Background: an optimization exercise with open tools, aiming at small area, a short achievable clock period and few clock cycles. Do not read the settings as production practice.
Only simulation tests tie the RTL to the original design; equivalence was not proved.
Power is estimated from default activity; no workload was simulated.

==> design.v <==
module tpfc (
    input  wire        clk,
    input  wire        rst,
    output wire        ready,
    input  wire        reg_req,
    input  wire        reg_we,
    input  wire [5:0]  reg_addr,
    input  wire [31:0] reg_wdata,
    output reg  [31:0] reg_rdata,
    input  wire        fb_req,
    input  wire        fb_we,
    input  wire [16:0] fb_addr,
    input  wire [7:0]  fb_wdata,
    output reg  [7:0]  fb_rdata,
    input  wire        cmd_valid,
    input  wire [15:0] cmd
);
    localparam integer FB_SIZE     = 40;
    localparam integer MAX_PAYLOAD = 32;
    localparam [7:0]   TPIDX_MAX   = 8'd1;
    localparam [7:0]   SYNC1       = 8'hB5;
    localparam [7:0]   SYNC2       = 8'h62;
    localparam [3:0] E_OK     = 4'd0;
    localparam [3:0] E_RATIO  = 4'd1;
    localparam [3:0] E_INDEX  = 4'd2;
    localparam [3:0] E_TRUNC  = 4'd3;
    localparam [3:0] E_SYNC   = 4'd4;
    localparam [3:0] E_LENGTH = 4'd5;
    localparam [3:0] E_CKSUM  = 4'd6;
    localparam [3:0] E_ILLEGAL= 4'd7;
    localparam [3:0] E_RANGE  = 4'd8;
    localparam [1:0] M_RANGE = 2'd0;
    localparam [1:0] M_FRAME = 2'd1;
    localparam [1:0] M_VAL   = 2'd2;
    function [15:0] csa;
        input [7:0] a, b, c;
        begin
            csa[7:0]  = a ^ b ^ c;
            csa[15:8] = {((a[6:0] & b[6:0]) | (a[6:0] & c[6:0]) | (b[6:0] & c[6:0])), 1'b0};
        end
    endfunction
    reg [3:0]  err;
    reg        sealed;
    reg [7:0]  ck_a, ck_b;
    reg [7:0]  cls, id;
    reg [15:0] plen;
    reg [16:0] flen;
    reg [16:0] rstart, rcount;
    reg [7:0]  tpidx;
    reg [31:0] freq, freqlock, ratio, ratiolock;
    reg [15:0] antdelay, rfdelay;
    reg [31:0] userdelay, flags;
    reg [15:0] navbbr;
    reg [7:0]  resetmode;
    reg [31:0] fixed;
    wire [7:0] fb [0:FB_SIZE-1];      
    reg        busy;          
    reg        s1;            
    reg        s2;            
    reg        s2l;           
    reg        s1f;           
    reg        ckr1, ckr2;    
    reg        rhi, rcar;     
    reg        rnil;          
    reg [2:0]  vslo;          
    reg        s2f;           
    reg        fin;           
    reg        fin2;          
    reg        val2;          
    reg        ma;            
    reg        r2f1;          
    reg        r2fl;          
    reg        tp1;           
    reg        tp2;           
    reg [1:0]  mode;
    reg        conv_sel;      
    reg [2:0]  vg;            
    reg        lastq;         
    reg [4:0]  gsel;          
    reg [7:0]  gmask;         
    reg [5:0]  ve;            
    reg [5:0]  e1;            
    reg [7:0]  acc_a, acc_b;          
    reg [7:0]  gq0, gq1, gq2;         
    reg [7:0]  wq0, wq1, wq2, wq3;    
    reg [32:0] cz;            
    assign ready = !busy;
    wire acc_cmd = !busy && !rst && cmd_valid;
    wire acc_reg = !busy && !rst && !cmd_valid && reg_req;
    wire acc_fb  = !busy && !rst && !cmd_valid && !reg_req && fb_req;
    function invalid_ratio;
        input [31:0] p;
        begin
            invalid_ratio = (p[30:23] == 8'd255) ||
                            (p[31] && p[30:0] != 31'd0) ||
                            (p[30:23] >= 8'd127);
        end
    endfunction
    wire ratio_bad = invalid_ratio(ratio);
    wire lock_bad  = invalid_ratio(ratiolock);
    wire [31:0] conv_in = conv_sel ? ratiolock : ratio;
    wire [7:0]  cv_r = 8'd126 - conv_in[30:23];    
    wire [32:0] cv_x0 = {1'b1, conv_in[22:0], 9'd0};
    wire [32:0] cv_x1 = cv_r[0] ? {1'd0,  cv_x0[32:1]}  : cv_x0;
    wire [32:0] cv_x2 = cv_r[1] ? {2'd0,  cv_x1[32:2]}  : cv_x1;
    wire [32:0] cv_x3 = cv_r[2] ? {4'd0,  cv_x2[32:4]}  : cv_x2;
    wire [32:0] cv_x4 = cv_r[3] ? {8'd0,  cv_x3[32:8]}  : cv_x3;
    wire [32:0] cv_x5 = cv_r[4] ? {16'd0, cv_x4[32:16]} : cv_x4;
    wire [32:0] cv_x6 = cv_r[5] ? {32'd0, cv_x5[32]}    : cv_x5;
    wire [32:0] cv_z  = (cv_r[7:6] != 2'd0) ? 33'd0 : cv_x6;
    wire [31:0] cv_out = cz[32:1] + {31'd0, cz[0]};
    always @(posedge clk)
        cz <= cv_z;
    always @(posedge clk) begin
        gq0 <= g3[7:0];
        gq1 <= g3[15:8];
        gq2 <= g2b[15:8];
        wq0 <= w3a[7:0];
        wq1 <= w3a[15:8];
        wq2 <= w3b[7:0];
        wq3 <= w3b[15:8];
    end
    wire [7:0] op  = cmd[15:8];
    wire [7:0] imm = cmd[7:0];
    wire       imm0 = (imm == 8'h00);
    wire d_ckclr   = (op == 8'h01) && imm0;
    wire d_ckbyte  = (op == 8'h02);
    wire d_ckrange = (op == 8'h03) && imm0;
    wire d_r2f     = (op == 8'h10) && (imm[7:1] == 7'd0);
    wire d_encode  = (op == 8'h20) && imm0;
    wire d_valid   = (op == 8'h21) && imm0;
    wire d_bldtp   = (op == 8'h30) && imm0;
    wire d_bldrst  = (op == 8'h31) && imm0;
    wire d_bldpoll = (op == 8'h32) && imm0;
    wire [15:0] ckb_c = csa(ck_a, ck_b, imm);
    wire [7:0]  ckb_a = ck_a + imm;
    wire [7:0]  ckb_b = ckb_c[7:0] + ckb_c[15:8];
    wire        range_hi  = (rstart[16:6] != 11'd0) || (rcount[16:6] != 11'd0);
    wire        range_nil = (rcount == 17'd0);
    wire        rbad      = rhi || ({rcar, e1} > FB_SIZE);    
    wire        plen_bad  = plen > MAX_PAYLOAD;
    wire        tpidx_bad = tpidx > TPIDX_MAX;
    wire        tp_ok     = !ratio_bad && !lock_bad && !tpidx_bad;
    wire [15:0] fb_len    = {fb[5], fb[4]};
    wire [16:0] flen_m8   = flen - 17'd8;
    wire        v_range   = flen > FB_SIZE;
    wire        v_trunc   = flen < 17'd8;
    wire        v_sync    = fb[0] != SYNC1 || fb[1] != SYNC2;
    wire        v_length  = {1'b0, fb_len} != flen_m8;
    wire        v_ok      = !v_range && !v_trunc && !v_sync && !v_length;
    wire go_encode = acc_cmd && d_encode && !plen_bad;
    wire go_tp     = acc_cmd && d_bldtp && tp_ok;
    wire go_rst    = acc_cmd && d_bldrst;
    wire go_poll   = acc_cmd && d_bldpoll && !tpidx_bad;
    wire go_hdr    = go_encode || go_tp || go_rst || go_poll;
    wire [7:0] h_cls   = op[4] ? 8'h06 : cls;
    wire [7:0] h_id    = op[4] ? (op[0] ? 8'h04 : 8'h31) : id;
    wire [7:0] h_len   = op[4] ? (op[1] ? 8'd1 : (op[0] ? 8'd4 : 8'd32)) : plen[7:0];
    wire [7:0] h_lenhi = op[4] ? 8'd0 : plen[15:8];
    function [5:0] slot_byte;
        input integer sg, sj;
        begin
            if (sg == 0)
                slot_byte = (sj < 6) ? 34 + sj : sj - 6;
            else
                slot_byte = 8 * sg - 6 + sj;
        end
    endfunction
    wire [7:0] y [0:7];
    genvar j, q;
    generate
        for (j = 0; j < 8; j = j + 1) begin : g_y
            wire [7:0] t [0:4];
            for (q = 0; q < 5; q = q + 1) begin : g_q
                wire en = gsel[q] & gmask[j];
                assign t[q] = fb[slot_byte(q, j)] & {8{en}};
            end
            assign y[j] = t[0] | t[1] | t[2] | t[3] | t[4];
        end
    endgenerate
    wire [15:0] g1a = csa(y[0], y[1], y[2]);
    wire [15:0] g1b = csa(y[3], y[4], y[5]);
    wire [15:0] g2a = csa(g1a[7:0], g1a[15:8], g1b[7:0]);
    wire [15:0] g2b = csa(g1b[15:8], y[6], y[7]);
    wire [15:0] g3  = csa(g2a[7:0], g2a[15:8], g2b[7:0]);
    wire [7:0] w00 = {y[0][4:0], 3'd0};
    wire [7:0] w01 = y[1];
    wire [7:0] w02 = {y[1][6:0], 1'b0};
    wire [7:0] w03 = {y[1][5:0], 2'd0};
    wire [7:0] w04 = {y[2][6:0], 1'b0};
    wire [7:0] w05 = {y[2][5:0], 2'd0};
    wire [7:0] w06 = y[3];
    wire [7:0] w07 = {y[3][5:0], 2'd0};
    wire [7:0] w08 = {y[4][5:0], 2'd0};
    wire [7:0] w09 = y[5];
    wire [7:0] w10 = {y[5][6:0], 1'b0};
    wire [7:0] w11 = {y[6][6:0], 1'b0};
    wire [7:0] w12 = y[7];
    wire [15:0] w1a = csa(w00, w03, w05);
    wire [15:0] w1b = csa(w07, w08, w02);
    wire [15:0] w1c = csa(w04, w10, w11);
    wire [15:0] w1d = csa(w01, w06, w09);
    wire [15:0] w2a = csa(w1a[7:0], w1a[15:8], w1b[7:0]);
    wire [15:0] w2b = csa(w1b[15:8], w1c[7:0], w1c[15:8]);
    wire [15:0] w2c = csa(w1d[7:0], w1d[15:8], w12);
    wire [15:0] w3a = csa(w2a[7:0], w2a[15:8], w2b[7:0]);
    wire [15:0] w3b = csa(w2b[15:8], w2c[7:0], w2c[15:8]);
    wire [7:0]  sa0 = s2f ? 8'd0 : acc_a;
    wire [7:0]  sb0 = s2f ? 8'd0 : acc_b;
    wire [15:0] a1  = csa(sa0, gq0, gq1);
    wire [15:0] a2  = csa(a1[7:0], a1[15:8], gq2);
    wire [7:0]  nsa = a2[7:0] + a2[15:8];
    wire [15:0] b1a = csa(sb0, {sa0[4:0], 3'd0}, wq0);
    wire [15:0] b1b = csa(wq1, wq2, wq3);
    wire [15:0] b2a = csa(b1a[7:0], b1a[15:8], b1b[7:0]);
    wire [15:0] b3a = csa(b2a[7:0], b2a[15:8], b1b[15:8]);
    wire [7:0]  nsb = b3a[7:0] + b3a[15:8];
    wire [2:0]  tt  = ~ve[2:0];
    wire [15:0] f1  = csa(acc_b, ~(tt[0] ? acc_a : 8'd0), ~(tt[1] ? {acc_a[6:0], 1'b0} : 8'd0));
    wire [15:0] f2  = csa(f1[7:0], {f1[15:9], 1'b1}, ~(tt[2] ? {acc_a[5:0], 2'd0} : 8'd0));
    wire [8:0]  f3  = {f2[7:0], 1'b1} + {f2[15:9], 1'b1, 1'b1};
    wire [7:0]  fb_b = f3[8:1];
    wire [7:0] rd_byte  = (fb_addr < 17'd40) ? fb[fb_addr[5:0]] : 8'd0;
    wire [7:0] yor = y[0] | y[1] | y[2] | y[3] | y[4] | y[5] | y[6] | y[7];
    reg  [7:0] xq;       
    always @(posedge clk)
        xq <= yor;
    wire [63:0] ra;      
    genvar k;
    generate
        for (k = 0; k < 64; k = k + 1) begin : g_ra
            assign ra[k] = (reg_addr == k);
        end
    endgenerate
    wire [31:0] rd_mux =
          ({32{ra[6'h00]}} & {27'd0, sealed, err})
        | ({32{ra[6'h01]}} & {16'd0, ck_b, ck_a})
        | ({32{ra[6'h02]}} & {24'd0, cls})
        | ({32{ra[6'h03]}} & {24'd0, id})
        | ({32{ra[6'h04]}} & {16'd0, plen})
        | ({32{ra[6'h05]}} & {15'd0, flen})
        | ({32{ra[6'h06]}} & {15'd0, rstart})
        | ({32{ra[6'h07]}} & {15'd0, rcount})
        | ({32{ra[6'h08]}} & {24'd0, tpidx})
        | ({32{ra[6'h09]}} & freq)
        | ({32{ra[6'h0A]}} & freqlock)
        | ({32{ra[6'h0B]}} & ratio)
        | ({32{ra[6'h0C]}} & ratiolock)
        | ({32{ra[6'h0D]}} & {16'd0, antdelay})
        | ({32{ra[6'h0E]}} & {16'd0, rfdelay})
        | ({32{ra[6'h0F]}} & userdelay)
        | ({32{ra[6'h10]}} & flags)
        | ({32{ra[6'h11]}} & {16'd0, navbbr})
        | ({32{ra[6'h12]}} & {24'd0, resetmode})
        | ({32{ra[6'h13]}} & fixed)
        | ({32{ra[6'h14]}} & {6'd0, 1'b0, 1'b0, TPIDX_MAX, SYNC2, SYNC1})
        | ({32{ra[6'h15]}} & MAX_PAYLOAD);
    always @(posedge clk) begin
        if (acc_reg && !reg_we)
            reg_rdata <= rd_mux;
        if (acc_fb && !fb_we)
            fb_rdata <= rd_byte;
    end
    wire wr_host = acc_fb && fb_we && (fb_addr < 17'd40);
    wire wr_ck   = fin && (mode == M_FRAME);      
    wire [7:0] bus = !busy ? fb_wdata : (fin2 ? ck_b : acc_a);
    wire [255:0] tp_payload = {flags, userdelay, cv_out, cv_out, freqlock, freq,
                               rfdelay, antdelay, 16'h0000, 8'h01, tpidx};
    wire [31:0]  rst_payload = {8'h00, resetmode, navbbr};
    wire [8*FB_SIZE-1:0] tp_image  = {16'd0, tp_payload, 48'd0};
    wire [8*FB_SIZE-1:0] rst_image = {240'd0, rst_payload, 48'd0};
    wire [8*FB_SIZE-1:0] hdr_image = {272'd0, h_lenhi, h_len, h_id, h_cls, SYNC2, SYNC1};
    genvar g;
    generate
        for (g = 0; g < FB_SIZE; g = g + 1) begin : g_fb
            reg [7:0] b;
            assign fb[g] = b;
            wire sel_hdr = go_hdr && g < 6;
            wire sel_tp  = (go_tp && g >= 6 && g < 10) ||
                           (tp1 && g >= 10 && g < 26) ||
                           (tp1 && g >= 30 && g < 38) ||
                           (tp2 && g >= 26 && g < 30);
            wire sel_rst = go_rst && g >= 6 && g < 10;
            wire sel_pol = go_poll && g == 6;
            wire sel_bus = (wr_host && fb_addr[5:0] == g) ||
                           (wr_ck && e1 == g) ||
                           (fin2 && e1 == g - 1);
            always @(posedge clk) begin
                if (sel_hdr)
                    b <= hdr_image[g*8 +: 8];
                else if (sel_tp)
                    b <= tp_image[g*8 +: 8];
                else if (sel_rst)
                    b <= rst_image[g*8 +: 8];
                else if (sel_pol)
                    b <= tpidx;
                else if (sel_bus)
                    b <= bus;
            end
        end
    endgenerate
    wire [31:0] hw_data = rst ? 32'd0 : reg_wdata;
    wire        hw_we   = rst || (acc_reg && reg_we);
    always @(posedge clk) begin
        if (hw_we && (rst || reg_addr == 6'h06)) rstart    <= hw_data[16:0];
        if (hw_we && (rst || reg_addr == 6'h07)) rcount    <= hw_data[16:0];
        if (hw_we && (rst || reg_addr == 6'h08)) tpidx     <= hw_data[7:0];
        if (hw_we && (rst || reg_addr == 6'h09)) freq      <= hw_data;
        if (hw_we && (rst || reg_addr == 6'h0A)) freqlock  <= hw_data;
        if (hw_we && (rst || reg_addr == 6'h0B)) ratio     <= hw_data;
        if (hw_we && (rst || reg_addr == 6'h0C)) ratiolock <= hw_data;
        if (hw_we && (rst || reg_addr == 6'h0D)) antdelay  <= hw_data[15:0];
        if (hw_we && (rst || reg_addr == 6'h0E)) rfdelay   <= hw_data[15:0];
        if (hw_we && (rst || reg_addr == 6'h0F)) userdelay <= hw_data;
        if (hw_we && (rst || reg_addr == 6'h10)) flags     <= hw_data;
        if (hw_we && (rst || reg_addr == 6'h11)) navbbr    <= hw_data[15:0];
        if (hw_we && (rst || reg_addr == 6'h12)) resetmode <= hw_data[7:0];
    end
    function [4:0] slot_of;
        input [2:0] v;
        begin
            case (v)
                3'd1:    slot_of = 5'b00010;
                3'd2:    slot_of = 5'b00100;
                3'd3:    slot_of = 5'b01000;
                3'd4:    slot_of = 5'b10000;
                default: slot_of = 5'b00001;
            endcase
        end
    endfunction
    function [7:0] mask_from;
        input [2:0] lo;
        integer mj;
        begin
            for (mj = 0; mj < 8; mj = mj + 1)
                mask_from[mj] = (mj >= lo);
        end
    endfunction
    function [7:0] mask_to;
        input [2:0] hi;
        integer mj;
        begin
            for (mj = 0; mj < 8; mj = mj + 1)
                mask_to[mj] = (mj <= hi);
        end
    endfunction
    wire [5:0] rg_vs  = rstart[5:0] + 6'd6;
    wire [5:0] rg_e1  = rstart[5:0] + rcount[5:0];
    wire [5:0] rg_ve  = rg_e1 + 6'd5;
    wire       rg_one = (vg == ve[5:3]);
    wire [7:0] rg_msk = mask_from(vslo) & (rg_one ? mask_to(ve[2:0]) : 8'hFF);
    wire [5:0] en_ve  = plen[5:0] + 6'd11;
    wire       en_one = (en_ve[5:3] == 3'd1);
    wire [7:0] en_msk = en_one ? mask_to(en_ve[2:0]) : 8'hFF;
    wire [5:0] va_ve  = flen[5:0] + 6'd3;
    wire       va_one = (va_ve[5:3] == 3'd1);
    wire [7:0] va_msk = va_one ? mask_to(va_ve[2:0]) : 8'hFF;
    reg [2:0] p_vg;
    reg       p_last;
    reg [7:0] p_msk;
    reg [5:0] p_ve, p_e1;
    reg [1:0] p_mode;
    always @(*) begin
        if (!op[4]) begin
            if (!op[0]) begin                    
                p_vg = 3'd1; p_last = en_one; p_msk = en_msk;
                p_ve = en_ve; p_e1 = plen[5:0] + 6'd6; p_mode = M_FRAME;
            end else begin                       
                p_vg = 3'd1; p_last = va_one; p_msk = va_msk;
                p_ve = va_ve; p_e1 = flen[5:0] - 6'd2; p_mode = M_VAL;
            end
        end else if (op[1]) begin                
            p_vg = 3'd1; p_last = 1'b1; p_msk = 8'h1F;
            p_ve = 6'd12; p_e1 = 6'd7; p_mode = M_FRAME;
        end else if (op[0]) begin                
            p_vg = 3'd1; p_last = 1'b1; p_msk = 8'hFF;
            p_ve = 6'd15; p_e1 = 6'd10; p_mode = M_FRAME;
        end else begin                           
            p_vg = 3'd1; p_last = 1'b0; p_msk = 8'hFF;
            p_ve = 6'd43; p_e1 = 6'd38; p_mode = M_FRAME;
        end
    end
    wire go_fold = (ckr2 && !rbad && !rnil) ||
                   acc_cmd && ((d_encode && !plen_bad) || (d_valid && v_ok) ||
                               (d_bldtp && tp_ok) || d_bldrst ||
                               (d_bldpoll && !tpidx_bad));
    wire       ck_byte = acc_cmd && d_ckbyte;
    wire       ck_zero = (acc_cmd && d_ckclr) || (ckr2 && !rbad && rnil);
    always @(posedge clk) begin
        if (rst) begin
            ck_a <= 8'd0;
            ck_b <= 8'd0;
        end else if (fin) begin
            ck_a <= acc_a;
            ck_b <= fb_b;
        end else if (ck_byte) begin
            ck_a <= ckb_a;
            ck_b <= ckb_b;
        end else if (ck_zero) begin
            ck_a <= 8'd0;
            ck_b <= 8'd0;
        end
    end
    always @(posedge clk) begin
        acc_a <= nsa;
        acc_b <= nsb;
    end
    always @(posedge clk) begin
        if (!busy) begin
            vg    <= p_vg;
            lastq <= p_last;
            gsel  <= slot_of(p_vg);
            gmask <= p_msk;
            ve    <= p_ve;
            e1    <= p_e1;
            mode  <= p_mode;
        end else if (ckr1) begin
            vg    <= rg_vs[5:3];
            vslo  <= rg_vs[2:0];
            ve    <= rg_ve;
            {rcar, e1} <= {1'b0, rstart[5:0]} + {1'b0, rcount[5:0]};
            mode  <= M_RANGE;
            rhi   <= range_hi;
            rnil  <= range_nil;
        end else if (ckr2) begin
            lastq <= rg_one;
            gsel  <= slot_of(vg);
            gmask <= rg_msk;
        end else begin
            if (s1 && !lastq) begin
                vg    <= vg_n;
                lastq <= last_n;
                gsel  <= slot_of(vg_n);
                gmask <= last_n ? mask_to(ve[2:0]) : 8'hFF;
            end
            if (s1 && lastq) begin
                gsel  <= slot_of(x1_v[5:3]);
                gmask <= 8'd1 << x1_v[2:0];
            end
            if (s2l) begin
                gsel  <= slot_of(x2_v[5:3]);
                gmask <= 8'd1 << x2_v[2:0];
            end
        end
    end
    wire [5:0] x1_v = e1 + 6'd6;       
    wire [5:0] x2_v = e1 + 6'd7;       
    wire [2:0] vg_n   = vg + 3'd1;
    wire       last_n = (vg_n == ve[5:3]);
    always @(posedge clk) begin
        if (rst) begin
            busy      <= 1'b0;
            s1        <= 1'b0;
            s2        <= 1'b0;
            s2l       <= 1'b0;
            s1f       <= 1'b0;
            ckr1      <= 1'b0;
            ckr2      <= 1'b0;
            s2f       <= 1'b0;
            fin       <= 1'b0;
            fin2      <= 1'b0;
            val2      <= 1'b0;
            ma        <= 1'b0;
            r2f1      <= 1'b0;
            r2fl      <= 1'b0;
            tp1       <= 1'b0;
            tp2       <= 1'b0;
            conv_sel  <= 1'b0;
            err       <= E_OK;
            sealed    <= 1'b0;
            cls       <= 8'd0;
            id        <= 8'd0;
            plen      <= 16'd0;
            flen      <= 17'd0;
            fixed     <= 32'd0;
        end else begin
            if (acc_reg && reg_we) begin
                case (reg_addr)
                    6'h02: cls  <= reg_wdata[7:0];
                    6'h03: id   <= reg_wdata[7:0];
                    6'h04: plen <= reg_wdata[15:0];
                    6'h05: begin
                        flen   <= reg_wdata[16:0];
                        sealed <= 1'b0;
                    end
                    default: ;
                endcase
            end
            if (acc_fb && fb_we)
                sealed <= 1'b0;
            if (acc_cmd) begin
                if (d_ckclr || d_ckbyte) begin
                    err  <= E_OK;
                end else if (d_ckrange) begin
                    busy <= 1'b1;
                    ckr1 <= 1'b1;
                end else if (d_r2f) begin
                    if (imm[0] ? lock_bad : ratio_bad) begin
                        err <= E_RATIO;
                    end else begin
                        busy     <= 1'b1;
                        conv_sel <= imm[0];
                        r2fl     <= imm[0];
                        r2f1     <= !imm[0];
                    end
                end else if (d_encode) begin
                    if (plen_bad)
                        err <= E_RANGE;
                    else
                        busy <= 1'b1;
                end else if (d_valid) begin
                    if (!v_ok)
                        sealed <= 1'b0;
                    if (v_range)
                        err <= E_RANGE;
                    else if (v_trunc)
                        err <= E_TRUNC;
                    else if (v_sync)
                        err <= E_SYNC;
                    else if (v_length)
                        err <= E_LENGTH;
                    else
                        busy <= 1'b1;
                end else if (d_bldtp) begin
                    if (ratio_bad || lock_bad) begin
                        err <= E_RATIO;
                    end else if (tpidx_bad) begin
                        err <= E_INDEX;
                    end else begin
                        conv_sel <= 1'b1;
                        tp1      <= 1'b1;
                        busy <= 1'b1;
                    end
                end else if (d_bldrst) begin
                    busy <= 1'b1;
                end else if (d_bldpoll) begin
                    if (tpidx_bad) begin
                        err <= E_INDEX;
                    end else begin
                        busy <= 1'b1;
                    end
                end else begin
                    err <= E_ILLEGAL;
                end
            end
            if (r2fl) begin
                r2fl <= 1'b0;
                r2f1 <= 1'b1;
            end
            if (r2f1) begin
                fixed    <= cv_out;
                err      <= E_OK;
                r2f1     <= 1'b0;
                conv_sel <= 1'b0;
                busy     <= 1'b0;
            end
            if (tp1) begin
                tp1 <= 1'b0;
                tp2 <= 1'b1;
            end
            if (tp2) begin
                tp2      <= 1'b0;
                conv_sel <= 1'b0;
            end
            if (ckr1)
                ckr1 <= 1'b0;
            ckr2 <= ckr1;
            if (ckr2) begin
                if (rbad) begin
                    err  <= E_RANGE;
                    busy <= 1'b0;
                end else if (rnil) begin
                    err  <= E_OK;
                    busy <= 1'b0;
                end
            end
            if (go_fold) begin
                s1  <= 1'b1;
                s1f <= 1'b1;
            end
            s2  <= s1;
            s2f <= s1 && s1f;
            s2l <= s1 && lastq;
            if (s1) begin
                s1f <= 1'b0;
                if (lastq)
                    s1 <= 1'b0;
            end
            fin <= s2l;
            if (fin) begin
                ma   <= (acc_a == xq);
                case (mode)
                    M_RANGE: begin
                        busy <= 1'b0;
                        err  <= E_OK;
                    end
                    M_FRAME: begin
                        fin2 <= 1'b1;
                    end
                    default: begin
                        val2 <= 1'b1;
                    end
                endcase
            end
            if (fin2) begin
                cls    <= fb[2];
                id     <= fb[3];
                plen   <= fb_len;
                fin2   <= 1'b0;
                busy   <= 1'b0;
                flen   <= {11'd0, e1} + 17'd2;
                sealed <= 1'b1;
                err    <= E_OK;
            end
            if (val2) begin
                val2 <= 1'b0;
                busy <= 1'b0;
                if (ma && ck_b == xq) begin
                    cls    <= fb[2];
                    id     <= fb[3];
                    plen   <= fb_len;
                    sealed <= 1'b1;
                    err    <= E_OK;
                end else begin
                    sealed <= 1'b0;
                    err    <= E_CKSUM;
                end
            end
        end
    end
endmodule
==> flow/run.sh <==
#!/bin/bash
# Standard layout, with the port buffers made of plain buffers (buf_4)
# instead of the cell buffer_ports picks on its own.
set -euo pipefail
export BUFFER_PORTS_ARGS="-buffer_cell sky130_fd_sc_hd__buf_4"
bash standard.sh finish > layout.log 2>&1
==> standard.sh <==
#!/bin/bash
# synth_recipe.tcl (not shown) runs the flow's synth.tcl, then flattens the netlist and writes it again
# the make line also repeats each setting of config.mk as NAME=value (left out here)
make -C /OpenROAD-flow-scripts/flow DESIGN_CONFIG=/design/flow/config.mk WORK_HOME=/design/flow/orfs CLKGATE_MAP_FILE= SYNTH_SCRIPT=/design/flow/synth_recipe.tcl "${@:-finish}"
==> config.mk <==
export PLATFORM = sky130hd
export DESIGN_NAME = tpfc
export DESIGN_NICKNAME = tpfc
export VERILOG_FILES = /design/flow/design.v
export SDC_FILE = /design/flow/constraint.sdc
export NUM_CORES = 4
export LEC_CHECK = 0
export CAP_MARGIN = 30
export CORE_MARGIN = 2
export CORE_UTILIZATION = 40
export PLACE_DENSITY = 0.6
export SETUP_SLACK_MARGIN = 4.5
export SLEW_MARGIN = 30
==> constraint.sdc <==
create_clock -name core_clock -period 8.0 [get_ports {clk}]
set_input_delay 1.6000 -clock core_clock [delete_from_list [all_inputs] [get_ports {clk}]]
set_output_delay 1.6000 -clock core_clock [all_outputs]
set_load 0.01 [all_outputs]
==> results of run 1 <==
[final cells by class]
type | instances | area [um2]
well taps | 1625 | 2033
fillers | 11260 | 64130
flip-flops and latches | 911 | 24660
clock buffers | 127 | 2768
clock inverters | 67 | 828.3
inverters | 207 | 785.8
repair buffers | 344 | 2890
multi-input cells | 3191 | 24080
diodes | 8 | 20.02
[stage by stage]
| step | total power [uW] | area (um2) | instances | utilization (%) | hold slack (ps) |
|---|---|---|---|---|---|
| 2_1_floorplan | 7657 | 49850 | 4614 | - | 397.0 |
| 3_3_place_gp | 8890 | 52910 | 6201 | 43.30 | 413.3 |
| 3_5_place_dp | 8927 | 53100 | 6212 | 43.45 | 414.7 |
| 4_1_cts | 13950 | 57500 | 6445 | 47.05 | 423.0 |
| 5_1_grt | 14470 | 58040 | 6472 | 47.50 | 448.2 |
| 6_report | 14000 | 58060 | 6480 | 47.52 | 421.4 |
[worst paths after layout]
kind,endpoint,slack (ps)
worst max-delay path,fb_rdata[7],4400
worst min-delay path,r2fl,420
worst max register to register,err[0],4440
worst min register to register,r2fl,420
[power breakdown]
part / switching, uW / internal, uW / total, uW
Sequential: 353 / 5390 / 5740
Clock: 2170 / 2880 / 5050
Combinational: 1970 / 1240 / 3210
[state kept, by name, indices dropped and copies added, names as in the netlist, 32 cells and up]
register and count:
userdelay 32, freq 32, ratiolock 32, g_fb.b 320, fixed 32, freqlock 32
cz 33, flags 32, reg_rdata 32, ratio 32
[synth_stat cells, drive strengths merged (125+ instances only)]
cell,instances
edfxtp,639
nand3,125
dfxtp,272
fa,134
inv,205
clkbuf,258
mux2i,155
a22oi,251
a21o,193
a21oi,223
nand2,402
nor2,341
[routing by layer]
metal  track usage, %  routed length, um
met1            57.81             108500
met2            63.99             118600
met5                0                139
met4            23.69              19370
met3            12.68              34580
[repair_timing]
| item | 4_1_cts | 5_1_grt |
|---|---|---|
| setup buffers | 39 | 24 |
| gates cloned | 0 | 2 |
| pin swaps | 17 | 21 |
| resized for setup | 103 | 75 |
| setup endpoints to repair | 421 | 197 |
[cell families (layout without fill, tap and decap cells)]
| family | count (synthesis) | in the layout |
|---|---|---|
| buffers and inverters | 512 | 745 |
| other | 0 | 8 |
| multiplexers | 167 | 167 |
| adder cells (fa/ha/maj) | 233 | 233 |
| flip-flops | 911 | 911 |
| AND/OR/NAND/NOR | 1355 | 1355 |
| XOR/XNOR | 173 | 173 |
| AO/OA/AOI/OAI | 1263 | 1263 |
==> reports/results.txt, run 1 <==
run status - complete, no violations
slack of the critical path - 4399 ps
wire length per cell - 43.39 um
crit end category - flip-flop
share of layout cells above drive strength 1 - 16.24%
Area Overhead vs Synth - 17.44%
Fmax achieved - 277.7 MHz
row cnt - 128
asr flop ratio synth - 0%
worst clock skew - 78.21 ps
largest family of logic cells by synthesized area - compound AO/OA/AOI/OAI gates
Worst VDD drop - 0.4270 mV
delay-heaviest family, CP - simple AND/OR/NAND/NOR gates
Pwr Density - 241.2 mW/mm2
1st-iter DRT viols - 7814
fin nets - 5076
initial antenna violation count - 25
syn_nets - 4933
Worst Reg2Reg Path Length in Cells - 10
post-synth top area cell - edfxtp_1
Final Hold Fails - 0
CP bufs+invs - 1
Worst EP required - 8430 ps
total global routing overflow - 0
vias in the first global route - 40480
Hold Path Class - reg2reg
CP max stage cell - nor4_1
cell count along the critical path - 8
Final period util - 45.02%
die height - 355.6 um
Synth Instances - 4614
max incr delay on CP - 480 ps
Post-Synth Simple-Gate Area - 13.23%
clock-pin slew on the worst setup and hold paths - 70 ps
Routed Antenna Nets - 0
largest net degree at the start of global routing - 98
CP arrival - 4030 ps
Post-synth EDFFs - 639
CTS root buf - clkbuf_16
H-tree depth - 3
Placer Congestion - 1.081
reg-to-reg startpoint - flen[3]
Global Route Usage Sum - 43.58%
worst-margin pin slew - 1081 ps
clock sink count - 911
final setup fails - 0
synth warn - 1
#FFs+latches synth - 911
starting density of the core - 40.46%
slew margin rel. - 27.40%
post-synthesis compound-gate area fraction - 18.57%
Residual DRC - 0
post-DP HPWL - 220500 um
Seq/Total Area, Yosys - 49.82%
Die Area - 0.1264 mm2
HP Start - r2fl
post-synthesis average cell area - 10.72 um2
drt pass-1 iters - 8
CTS buffer count - 102
routed vias - 43770
CTS max path bufs - 3
hold depth - 1
crit path from - fb_addr[3]
commonest non-fill, non-tap cells in the layout - 639 x edfxtp_1, 383 x nand2_1, 306 x nor2_1, 306 x buf_4, 258 x dfxtp_1
setup TNS - 0 ps
LEAKAGE - 0.02177 uW
Die W - 355.6 um
unrepaired setup endpoints after global routing - yes
Clk Latency, worst-skew pair - 770 ps
mux cell area share after synthesis - 3.411%
pre-CTS worst setup slack - 3076 ps
count of cell types in the netlist - 85
CP Launch Type - primary input
global-route wire length before repair - 370000 um
critical path cell sequence - buf_4, nand2b_1, nor2_1, a22o_1, a221oi_1, nand3_1, nor4_1, a31oi_1
CTS tree - done
Port Buf Inserts - 126
CTS hold repair buffers - 0
Adder-Cell Fraction of Synth Area - 7.931%
Final min period - 3601 ps
final slew viol count - 0
Max FO, Critical Path - 9
top_reg_cell synth - edfxtp_1
Synth top area share - 38.81%
# IOs - 127
max cap viols - 0
core box area - 0.1222 mm2
drt total wl - 281200 um
CP Class - in2reg
commonest non-fill, non-tap cell in the layout - edfxtp_1
Mapped Area - 0.04944 mm2
top cells by area, synth - edfxtp_1 39%, dfxtp_1 11%, fa_1 5.4%
drt via density - 6.755
Synth Area in XOR/XNOR - 3.092%
Testbench counts, summed over its fixed seeds: cycles 117,248.
==> inputs of run 2 (changes only) <==
--- a/design.v
+++ b/design.v
@@ -138,15 +138,15 @@
     wire        range_hi  = (rstart[16:6] != 11'd0) || (rcount[16:6] != 11'd0);
     wire        range_nil = (rcount == 17'd0);
     wire        rbad      = rhi || ({rcar, e1} > FB_SIZE);    
-    wire        plen_bad  = plen > MAX_PAYLOAD;
+    wire        plen_bad  = (plen[15:6] != 10'd0) || (plen[5:0] > MAX_PAYLOAD);
     wire        tpidx_bad = tpidx > TPIDX_MAX;
     wire        tp_ok     = !ratio_bad && !lock_bad && !tpidx_bad;
     wire [15:0] fb_len    = {fb[5], fb[4]};
-    wire [16:0] flen_m8   = flen - 17'd8;
-    wire        v_range   = flen > FB_SIZE;
-    wire        v_trunc   = flen < 17'd8;
+    wire        v_range   = (flen[16:6] != 11'd0) || (flen[5:0] > FB_SIZE);
+    wire        v_trunc   = (flen[16:3] == 14'd0);
     wire        v_sync    = fb[0] != SYNC1 || fb[1] != SYNC2;
-    wire        v_length  = {1'b0, fb_len} != flen_m8;
+    wire [5:0]  flen_m8   = flen[5:0] - 6'd8;
+    wire        v_length  = (fb[5] != 8'd0) || (fb[4] != {2'd0, flen_m8});
     wire        v_ok      = !v_range && !v_trunc && !v_sync && !v_length;
     wire go_encode = acc_cmd && d_encode && !plen_bad;
     wire go_tp     = acc_cmd && d_bldtp && tp_ok;
==> run.sh (new file) <==
#!/bin/bash
# synth_recipe.tcl (not shown) runs the flow's synth.tcl, then flattens the netlist and writes it again
# the make line also repeats each setting of config.mk as NAME=value (left out here)
make -C /OpenROAD-flow-scripts/flow DESIGN_CONFIG=/design/flow/config.mk WORK_HOME=/design/flow/orfs CLKGATE_MAP_FILE= SYNTH_SCRIPT=/design/flow/synth_recipe.tcl finish
--- a/config.mk
+++ b/config.mk
@@ -8,6 +8,8 @@
 export CAP_MARGIN = 30
 export CORE_MARGIN = 2
 export CORE_UTILIZATION = 40
+export CTS_BUF_LIST = sky130_fd_sc_hd__clkbuf_8
+export CTS_CLUSTER_SIZE = 25
 export PLACE_DENSITY = 0.6
 export SETUP_SLACK_MARGIN = 4.5
 export SLEW_MARGIN = 30
removed: flow/run.sh
removed: standard.sh
==> reports/results.txt, run 2 <==
run status - complete, no violations
synth warn - 1 (unchanged)
# fillers - 11320 (+0.56%)
CP Class - reg2reg
row cnt - 128 (unchanged)
share of layout cells above drive strength 1 - 15.38% (-0.86 points)
setup TNS - 0 ps (unchanged)
synth cell count leaders - 639 x edfxtp_1, 379 x nand2_1, 330 x nor2_1, 308 x a22oi_1, 272 x dfxtp_1
Final period util - 45.99% (+0.98 points)
Area Overhead vs Synth - 17.53% (about the same)
largest net degree at the start of global routing - 176 (+80%)
WHS Endpoint - r2fl
final slew viol count - 0 (unchanged)
wire length per cell - 42.17 um (-2.8%)
Min Hold Slack - 432.9 ps (+11.54 ps)
commonest non-fill, non-tap cells in the layout - 639 x edfxtp_1, 373 x nand2_1, 307 x nor2_1
HP Start - r2fl
LEAKAGE - 0.02182 uW (+0.25%)
slew margin rel. - 23.41% (-4.0 points)
syn_nets - 4913 (-0.41%)
asr flop ratio synth - 0% (unchanged)
commonest non-fill, non-tap cell in the layout - edfxtp_1
CP arrival - 4200 ps (+170 ps)
drt total wl - 277600 um (-1.3%)
drt pass-1 iters - 9 (+1)
clock sink count - 911 (unchanged)
slack of the critical path - 4320 ps (-78.26 ps)
Die Area - 0.1262 mm2 (-0.20%)
drt via density - 6.687 (-1.0%)
Die W - 355.2 um (-0.10%)
CP max stage cell - o21ai_0
H-tree depth - 4 (+1)
clock-pin slew on the worst setup and hold paths - 80 ps (about the same)
1st-iter DRT viols - 7404 (-5.2%)
CTS tree - done
#FFs+latches synth - 911 (unchanged)
Final min period - 3680 ps (+78.26 ps)
Mapped Area - 0.04934 mm2 (-0.20%)
CTS buffer count - 161 (+58%)
Synth Area in XOR/XNOR - 2.893% (-0.20 points)
Synth top area share - 38.89% (+0.080 points)
post-synth top area cell - edfxtp_1
Pwr Density - 219.6 mW/mm2 (-8.9%)
largest family of logic cells by synthesized area - compound AO/OA/AOI/OAI gates
Global Route Usage Sum - 43.22% (-0.35 points)
Crit Reg-Reg Endpoint - g_fb[32].b[1]
pre-CTS worst setup slack - 2285 ps (-790.7 ps)
Placer Congestion - 1.088 (+0.67%)
CTS max path bufs - 3 (unchanged)
starting density of the core - 40.43% (about the same)
unrepaired setup endpoints after global routing - yes
# IOs - 127 (unchanged)
Hold Path Class - reg2reg
top_reg_cell synth - edfxtp_1
Most flops, register - g_fb.b
global-route wire length before repair - 367000 um (-0.80%)
vias in the first global route - 40830 (+0.86%)
Adder-Cell Fraction of Synth Area - 7.998% (+0.067 points)
Post-synth EDFFs - 639 (unchanged)
Max FO, Critical Path - 16 (+7)
post-synthesis compound-gate area fraction - 18.21% (-0.35 points)
final setup fails - 0 (unchanged)
CP Launch Type - flip-flop
total global routing overflow - 0 (unchanged)
max reg flops - 320 (unchanged)
Worst Reg2Reg Path Length in Cells - 5 (-5)
most common cell in the synthesized netlist - edfxtp_1
Seq/Total Area, Yosys - 49.93% (+0.10 points)
CTS root buf - clkbuf_8
reg-to-reg startpoint - e1[5]
Clk Latency, worst-skew pair - 920 ps (+150 ps)
Final Hold Fails - 0 (unchanged)
count of cell types in the netlist - 83 (-2.4%)
Routed Antenna Nets - 0 (unchanged)
mux cell area share after synthesis - 3.659% (+0.25 points)
critical path cell sequence - nor2b_1, and2_0, nand2_1, o21ai_0, a211o_1
CTS hold repair buffers - 0 (unchanged)
post-synthesis average cell area - 10.75 um2 (+0.27%)
core box area - 0.1220 mm2 (-0.13%)
max incr delay on CP - 840 ps (+360 ps)
top cells by area, synth - edfxtp_1 39%, dfxtp_1 11%, fa_1 5.4%
initial antenna violation count - 25 (unchanged)
die height - 355.2 um (-0.10%)
Worst EP required - 8520 ps (+90 ps)
crit end category - flip-flop
hold depth - 1 (unchanged)
Synth Instances - 4592 (-0.48%)
Fmax achieved - 271.8 MHz (-2.1%)
top flop regs - g_fb.b x320, cz x33
Post-Synth Simple-Gate Area - 13.35% (+0.12 points)
Residual DRC - 0 (unchanged)
max cap viols - 0 (unchanged)
flop2flop setup slack - 4320 ps (-120 ps)
post-DP HPWL - 212500 um (-3.6%)
Worst VDD drop - 0.3334 mV (-22%)
routed vias - 44020 (+0.57%)
worst clock skew - 69.50 ps (-8.712 ps)
Port Buf Inserts - 126 (unchanged)
fin nets - 5128 (+1.0%)
worst-margin pin slew - 1145 ps (+63.38 ps)
[run 2: worst max path at each step]
stage,to,start,cells past startpoint,slack (ps)
2_1_floorplan,g_fb[3].b[0],cmd[15],8,3780
5_1_grt,wq0[3],gsel[4],8,4360
3_3_place_gp,g_fb[2].b[6],cmd[4],8,1990
3_5_place_dp,g_fb[2].b[6],cmd[4],8,2290
4_1_cts,g_fb[3].b[2],cmd[11],8,4490
6_report,g_fb[32].b[1],e1[5],5,4320
[run 2: repair_timing]
item | in CTS | in global routing
setup buffers | 49 | 15
gates resized for setup | 160 | 89
pin swaps | 29 | 29
endpoints found under the setup margin | 676 | 284
cloned | 7 | 2
[run 2: where the power goes]
part / leakage (uW) / switching (uW) / internal [uW]
registers: 0.00820 / 344 / 5300
logic: 0.0117 / 1510 / 1020
clock network: 0.00192 / 2150 / 2410
[run 2: cells by family after synthesis]
| group | after synthesis |
|---|---|
| adders and majority gates | 235 |
| buffers and inverters | 512 |
| AOI/OAI and AO/OA | 1259 |
| DFF | 911 |
| xor gates and xnor gates | 163 |
| muxes | 153 |
| and+or+nand+nor | 1359 |
[run 2: final cells by class]
cell class | count | area, um2 | area share (%)
antenna | 16 | 40.04 | 0.06904
clock buffer | 183 | 2519 | 4.343
clock inverter | 115 | 802.0 | 1.383
inverter | 212 | 800.8 | 1.381
multi-input combinational | 3176 | 24010 | 41.41
sequential | 911 | 24670 | 42.55
tap | 1625 | 2033 | 3.506
timing repair buffer | 345 | 3109 | 5.361
[run 2: per-layer routing]
layer	track usage (%)	routed length (um)	vias up
met3	13.63	33920	703
met5	0	70	-
met2	63.59	117300	3387
met1	56.34	106600	22190
li1	-	-	17730
met4	24.11	19730	10
[run 2: stage by stage]
stage / instance area, um2 / total power (uW) / util, % / cells
final: 57990 / 12740 / 47.52 / 6583
after floorplan: 49710 / 7156 / - / 4592
after CTS: 57560 / 12670 / 47.17 / 6549
after detailed placement: 53230 / 8147 / 43.62 / 6195
after global placement: 53060 / 8101 / 43.48 / 6183
after global routing: 57950 / 13190 / 47.49 / 6568
[run 2: worst max-delay path, delay by kind of cell, from the launching register on]
family           cells  cell delay, ps
AO/OA/AOI/OAI        2            1390
AND/OR/NAND/NOR      3            1170
flip-flops           1             740
Testbench counts of run 2, summed over its fixed seeds: cycles 117,248.
==> inputs of run 3 (changes only) <==
--- a/config.mk
+++ b/config.mk
@@ -8,8 +8,6 @@
 export CAP_MARGIN = 30
 export CORE_MARGIN = 2
 export CORE_UTILIZATION = 40
-export CTS_BUF_LIST = sky130_fd_sc_hd__clkbuf_8
-export CTS_CLUSTER_SIZE = 25
 export PLACE_DENSITY = 0.6
 export SETUP_SLACK_MARGIN = 4.5
 export SLEW_MARGIN = 30
==> reports/results.txt, run 3 <==
max reg flops - 320 (unchanged)
Global Route Usage Sum - 43.10% (-0.13 points)
flop2flop setup slack - 4380 ps (+60 ps)
die height - 355.2 um (unchanged)
worst clock skew - 31.56 ps (-37.94 ps)
row cnt - 128 (unchanged)
drt via density - 6.724 (+0.55%)
largest net degree at the start of global routing - 176 (unchanged)
Hold Path Class - reg2reg
Synth Instances - 4592 (unchanged)
share of layout cells above drive strength 1 - 14.96% (-0.42 points)
Routed Antenna Nets - 0 (unchanged)
Mapped Area - 0.04934 mm2 (unchanged)
CTS max path bufs - 3 (unchanged)
WHS Endpoint - r2fl
storage element area - 0.02467 mm2 (about the same)
Area Overhead vs Synth - 18.38%
run status - complete, no violations
Placer Congestion - 1.088 (unchanged)
Post-synth EDFFs - 639 (unchanged)
synth warn - 1 (unchanged)
starting density of the core - 40.43% (unchanged)
reg-to-reg startpoint - gmask[1]
Clk Latency, worst-skew pair - 760 ps (-160 ps)
post-DP HPWL - 212500 um (unchanged)
clock sink count - 911 (unchanged)
count of cell types in the netlist - 83 (unchanged)
Residual DRC - 0 (unchanged)
initial antenna violation count - 23 (-8.0%)
Port Buf Inserts - 126 (unchanged)
H-tree depth - 3 (-1)
CTS root buf - clkbuf_16
Final min period - 3624 ps (-55.18 ps)
# IOs - 127 (unchanged)
Crit Reg-Reg Endpoint - wq0[3]
top_reg_cell synth - edfxtp_1
CP arrival - 4300 ps (+100 ps)
final instance area - 0.05841 mm2 (+0.72%)
HP Start - r2fl
post-synthesis average cell area - 10.75 um2 (unchanged)
Fmax achieved - 275.9 MHz (+1.5%)
post-synth top area cell - edfxtp_1
Pwr Density - 223.1 mW/mm2 (+1.6%)
CTS buffer count - 101 (-37%)
CTS tree - done
drt pass-1 iters - 9 (unchanged)
CTS hold repair buffers - 0 (unchanged)
asr flop ratio synth - 0% (unchanged)
placed instance area - 0.05323 mm2 (unchanged)
Worst EP required - 8680 ps (+160 ps)
crit end category - flip-flop
wire length per cell - 42.73 um (+1.3%)
fin nets - 5087 (-0.80%)
routed vias - 43620 (-0.90%)
slew margin rel. - 27.98% (+4.6 points)
final slew viol count - 0 (unchanged)
Inst Count DP - 6195 (unchanged)
syn_nets - 4913 (unchanged)
Worst Reg2Reg Path Length in Cells - 10 (+5)
hold depth - 1 (unchanged)
CP Launch Type - flip-flop
unrepaired setup endpoints after global routing - yes
drt total wl - 277200 um (-0.14%)
CP Class - reg2reg
#FFs+latches synth - 911 (unchanged)
Final period util - 45.30% (-0.69 points)
clock-pin slew on the worst setup and hold paths - 60 ps (-20 ps)
Die W - 355.2 um (unchanged)
Max FO, Critical Path - 5 (-11)
top flop regs - g_fb.b x320, cz x33
commonest non-fill, non-tap cell in the layout - edfxtp_1
fin cells - 6488 (-1.4%)
setup TNS - 0 ps (unchanged)
Final Hold Fails - 0 (unchanged)
vias in the first global route - 40300 (-1.3%)
worst-margin pin slew - 1077 ps (-68.08 ps)
1st-iter DRT viols - 7499 (+1.3%)
Die Area - 0.1262 mm2 (unchanged)
LEAKAGE - 0.02170 uW (-0.58%)
most common cell in the synthesized netlist - edfxtp_1
synth cell count leaders - 639 x edfxtp_1, 379 x nand2_1, 330 x nor2_1, 308 x a22oi_1, 272 x dfxtp_1
Synth top area share - 38.89% (unchanged)
max cap viols - 0 (unchanged)
footprint of the multi-input gates - 0.02413 mm2 (+0.50%)
total global routing overflow - 0 (unchanged)
final setup fails - 0 (unchanged)
Worst VDD drop - 0.3007 mV (-9.8%)
top cells by area, synth - edfxtp_1 39%, dfxtp_1 11%, fa_1 5.4%
Most flops, register - g_fb.b
post-layout util - 47.86% (+0.34 points)
global-route wire length before repair - 366300 um (-0.20%)
# fillers - 11200 (-1.0%)
commonest non-fill, non-tap cells in the layout - 639 x edfxtp_1, 372 x nand2_1, 305 x nor2_1
Seq/Total Area, Yosys - 49.93% (unchanged)
core box area - 0.1220 mm2 (unchanged)
## run 3: cell counts after synthesis
Identical to the previous run, type by type.
## run 3: logic make-up (layout without fill, tap and decap cells)
family	Yosys count	in the layout	synth area share, %
multiplexers	153	153	3.659
buffers and inverters	512	763	3.958
AND/OR/NAND/NOR	1359	1364	13.35
XOR/XNOR	163	163	2.893
other	0	11	0
AO/OA/AOI/OAI	1259	1263	18.21
flip-flops	911	911	49.93
adder cells (fa/ha/maj)	235	235	7.998
## run 3: worst max-delay path by stage
stage	start	endpoint	slack, ps	cells after the start
after detailed placement	cmd[4]	g_fb[2].b[6]	2290	8
after global routing	gmask[1]	wq0[7]	4340	14
after floorplan	cmd[15]	g_fb[3].b[0]	3780	8
final	gmask[1]	wq0[3]	4380	10
after CTS	cmd_valid	g_fb[7].b[0]	4460	8
after global placement	cmd[4]	g_fb[2].b[6]	1990	8
## run 3: through the flow
step,worst slack [ps],total power [uW],hold WS [ps]
finish,4376,13030,428.8
global route,4340,13450,450.6
CTS,4465,12960,423.0
detailed placement,2285,8147,415.0
global placement,1995,8101,411.7
floorplan,3783,7156,398.5
## run 3: timing repair
item	CTS	global route
cloned	9	2
pin swaps	37	43
setup endpoints to repair	779	313
buffers inserted	52	29
resized for setup	200	95
## run 3: worst max-delay path: stages, from the launching register on
cell,delay (ps)
edfxtp_1,550
and2_4,270
buf_4,130
buf_4,140
a22oi_2,150
nand2_1,100
a221o_2,430
buf_6,160
fa_1,520
fa_1,540
fa_2,570
## run 3: final cells by class
| type | instances | share of cell area, % |
|---|---|---|
| timing repair buffer | 362 | 5.721 |
| clock inverter | 41 | 0.7883 |
| antenna | 11 | 0.04713 |
| inverter | 212 | 1.373 |
| clock buffer | 148 | 5.034 |
| sequential | 911 | 42.24 |
| multi-input combinational | 3178 | 41.32 |
| tap | 1625 | 3.481 |
## run 3: report_power, final
part	total [uW]	internal (uW)	switching [uW]
clock network	4840	2750	2090
registers	5640	5290	344
logic	2550	1030	1520
## run 3: per-layer routing
metal,GRT usage (%),part of all wire [%]
met4,23.90,7.2
met3,12.95,12
met5,0,0.047
met1,56.48,38
met2,63.61,42
==> inputs of run 4 (changes only) <==
--- a/config.mk
+++ b/config.mk
@@ -5,9 +5,10 @@
 export SDC_FILE = /design/flow/constraint.sdc
 export NUM_CORES = 4
 export LEC_CHECK = 0
-export CAP_MARGIN = 30
+export CAP_MARGIN = 20
 export CORE_MARGIN = 2
 export CORE_UTILIZATION = 40
 export PLACE_DENSITY = 0.6
 export SETUP_SLACK_MARGIN = 4.5
-export SLEW_MARGIN = 30
+export SLEW_MARGIN = 20
+export TNS_END_PERCENT = 100
==> reports/results.txt, run 4 <==
Synth Instances - 4592 (unchanged)
routed vias - 43750 (+0.29%)
Final min period - 3610 ps (-14.68 ps)
Most flops, register - g_fb.b
CTS hold repair buffers - 0 (unchanged)
sequential power share - 42.8% (-0.5 points)
H-tree depth - 3 (unchanged)
delay-heaviest family, CP - adder cells
drt via density - 6.749 (+0.38%)
max incr delay on CP - 890 ps (+320 ps)
commonest non-fill, non-tap cells in the layout - 639 x edfxtp_1, 371 x nand2_1, 305 x nor2_1
Die Area - 0.1262 mm2 (unchanged)
critical path cell sequence - a222oi_1, a21boi_1, fa_1, inv_1, fa_1, inv_1, fa_1
most common cell in the synthesized netlist - edfxtp_1
unrepaired setup endpoints after global routing - yes
Clk pwr share - 37.8% (+0.7 points)
Min Hold Slack - 426.6 ps (-2.202 ps)
CTS max path bufs - 3 (unchanged)
clock sink count - 911 (unchanged)
post-DP HPWL - 213400 um (+0.42%)
Switching Share - 30.25% (-0.080 points)
die height - 355.2 um (unchanged)
top flop regs - g_fb.b x320, cz x33
LEAKAGE - 0.02173 uW (+0.14%)
Final Hold Fails - 0 (unchanged)
drt pass-1 iters - 7 (-2)
post-synth top area cell - edfxtp_1
Die W - 355.2 um (unchanged)
worst-margin pin slew - 1182 ps (+105.0 ps)
CTS buffer count - 101 (unchanged)
largest net degree at the start of global routing - 176 (unchanged)
CTS root buf - clkbuf_16
Synth top area share - 38.89% (unchanged)
crit end category - flip-flop
Mapped Area - 0.04934 mm2 (unchanged)
Placer Congestion - 1.088 (unchanged)
starting density of the core - 40.43% (unchanged)
final setup fails - 0 (unchanged)
Seq/Total Area, Yosys - 49.93% (unchanged)
synth cell count leaders - 639 x edfxtp_1, 379 x nand2_1, 330 x nor2_1, 308 x a22oi_1, 272 x dfxtp_1
drt total wl - 278500 um (+0.47%)
CP arrival - 4220 ps (-80 ps)
global-route wire length before repair - 368300 um (+0.55%)
final slew viol count - 0 (unchanged)
syn_nets - 4913 (unchanged)
slew margin rel. - 21.07% (-6.9 points)
max reg flops - 320 (unchanged)
Worst VDD drop - 0.2908 mV (-3.3%)
Hold Path Class - reg2reg
row cnt - 128 (unchanged)
1st-iter DRT viols - 7610 (+1.5%)
Area Overhead vs Synth - 18.73%
# IOs - 127 (unchanged)
CTS tree - done
max cap viols - 0 (unchanged)
slack of the critical path - 4390 ps (+14.68 ps)
CP Launch Type - flip-flop
Worst EP required - 8620 ps (-60 ps)
wire length per cell - 42.97 um (+0.56%)
Final period util - 45.12% (-0.18 points)
Post-synth EDFFs - 639 (unchanged)
CP max stage cell - a222oi_1
clock-pin slew on the worst setup and hold paths - 70 ps (about the same)
core box area - 0.1220 mm2 (unchanged)
top_reg_cell synth - edfxtp_1
Logic pwr share - 19.4% (-0.2 points)
CP Class - reg2reg
synth warn - 1 (unchanged)
post-synthesis average cell area - 10.75 um2 (unchanged)
Routed Antenna Nets - 0 (unchanged)
asr flop ratio synth - 0% (unchanged)
Residual DRC - 0 (unchanged)
Clk Latency, worst-skew pair - 750 ps (about the same)
top cells by area, synth - edfxtp_1 39%, dfxtp_1 11%, fa_1 5.4%
commonest non-fill, non-tap cell in the layout - edfxtp_1
fin nets - 5079 (-0.16%)
Pint - 9198 uW (+1.3%)
NetSw - 3989 uW (+0.91%)
Max FO, Critical Path - 3 (-2)
Global Route Usage Sum - 43.32% (+0.22 points)
share of layout cells above drive strength 1 - 14.85% (-0.11 points)
CP bufs+invs - 2 (-1)
setup TNS - 0 ps (unchanged)
#FFs+latches synth - 911 (unchanged)
total global routing overflow - 0 (unchanged)
vias in the first global route - 40660 (+0.89%)
worst clock skew - 35.33 ps (+3.771 ps)
count of cell types in the netlist - 83 (unchanged)
Fmax achieved - 277.0 MHz (+0.41%)
Pwr Density - 225.1 mW/mm2 (+0.88%)
initial antenna violation count - 24 (+4.3%)
run status - complete, no violations
Port Buf Inserts - 126 (unchanged)
pre-CTS worst setup slack - 2009 ps (-276.3 ps)
CP most frequent cell - fa_1
[run 4: worst paths after layout]
path                      start  endpoint  slack, ps  depth (start not counted)
setup / recovery  g_fb[12].b[2]    wq0[4]       4390                          7
hold / removal             r2fl      r2fl        430                          1
setup reg to reg  g_fb[12].b[2]    wq0[4]       4390                          7
hold reg to reg            r2fl      r2fl        430                          1
[run 4: layer usage]
layer,track usage (%),share of wire (%)
met1,56.34,38
met2,62.77,42
met3,13.22,12
met4,27.30,8.0
met5,0,0.058
[run 4: logic make-up after synthesis]
logic type / count (synthesis) / share of synthesized area (%)
simple gates: 1359 / 13.35
compound gates: 1259 / 18.21
flops: 911 / 49.93
buf+inv: 512 / 3.958
fa+ha+maj: 235 / 7.998
xor+xnor: 163 / 2.893
mux: 153 / 3.659
[run 4: power groups by stage]
stage          combinational, uW  sequential (uW)  clock, uW
2_1_floorplan               1650             5500          0
3_3_place_gp                2380             5720          0
3_5_place_dp                2430             5720          0
4_1_cts                     2480             5620       4990
5_1_grt                     2800             5640       5170
6_report                    2560             5640       4990
[run 4: metrics by stage]
| step | power (uW) | instance area [um2] | utilization [%] | std cells |
|---|---|---|---|---|
| floorplan | 7156 | 49710 | - | 4592 |
| global placement | 8101 | 53060 | 43.48 | 6183 |
| detailed placement | 8148 | 53100 | 43.51 | 6186 |
| global route | 13610 | 58560 | 47.98 | 6472 |
| finish | 13190 | 58580 | 48.00 | 6482 |
| CTS | 13100 | 58030 | 47.55 | 6447 |
[run 4: cell type report]
type	instances	area, um2
Inverter	212	803.3
Multi-Input combinational cell	3180	24180
Fill cell	11240	63460
Tap cell	1625	2033
Clock inverter	61	720.7
Antenna cell	10	25.02
Sequential cell	911	24670
Clock buffer	131	2794
Timing Repair Buffer	352	3351
[run 4: what timing repair did]
item,CTS,global route
pin swaps,34,41
setup buffers,57,23
gates resized for setup,220,97
cloned,12,1
endpoints found under the setup margin,781,401
[run 4: worst register-to-register path, delay by kind of cell, from the launching register on]
kind	cells	cell delay (ps)
flip-flops	1	560
buffers and inverters	2	110
AO/OA/AOI/OAI	2	1210
adder cells (fa/ha/maj)	3	1580

-- afterwards: timing with drivers on the ports --
How much do the figures lean on ideal ports? The routed layouts below were timed once more, with nothing changed but the port constraints. Step 1, drivers: a clkbuf_16 drives clk and a buf_2 each remaining input, both assumed. Step 2 adds t to the input delays and takes it off the output delays; t is the mean of the earliest and latest rising clock arrival at the registers after step 1. Input paths then give back, and output paths get back, about the clock's delay inside the block. Slacks: ideal / step 1 / step 2; pairs: ideal / step 1.
| run | shift t [ns] | setup slack, ns | worst setup path after step 2 | cell pins on the clock port's net |
|---|---|---|---|---|
| run 1 | 0.813 | 4.399 / 4.444 / 3.635 | input to register | 1 |
| run 2 | 0.960 | 4.320 / 4.320 / 3.453 | input to register | 1 |
| run 3 | 0.825 | 4.376 / 4.376 / 3.680 | input to register | 1 |
| run 4 | 0.813 | 4.390 / 4.390 / 3.654 | input to register | 1 |
After both steps every run listed still meets setup and hold. The setup slack of run 2, which loses most, moves by 0.000 ns with the drivers and by -0.867 ns with both steps.
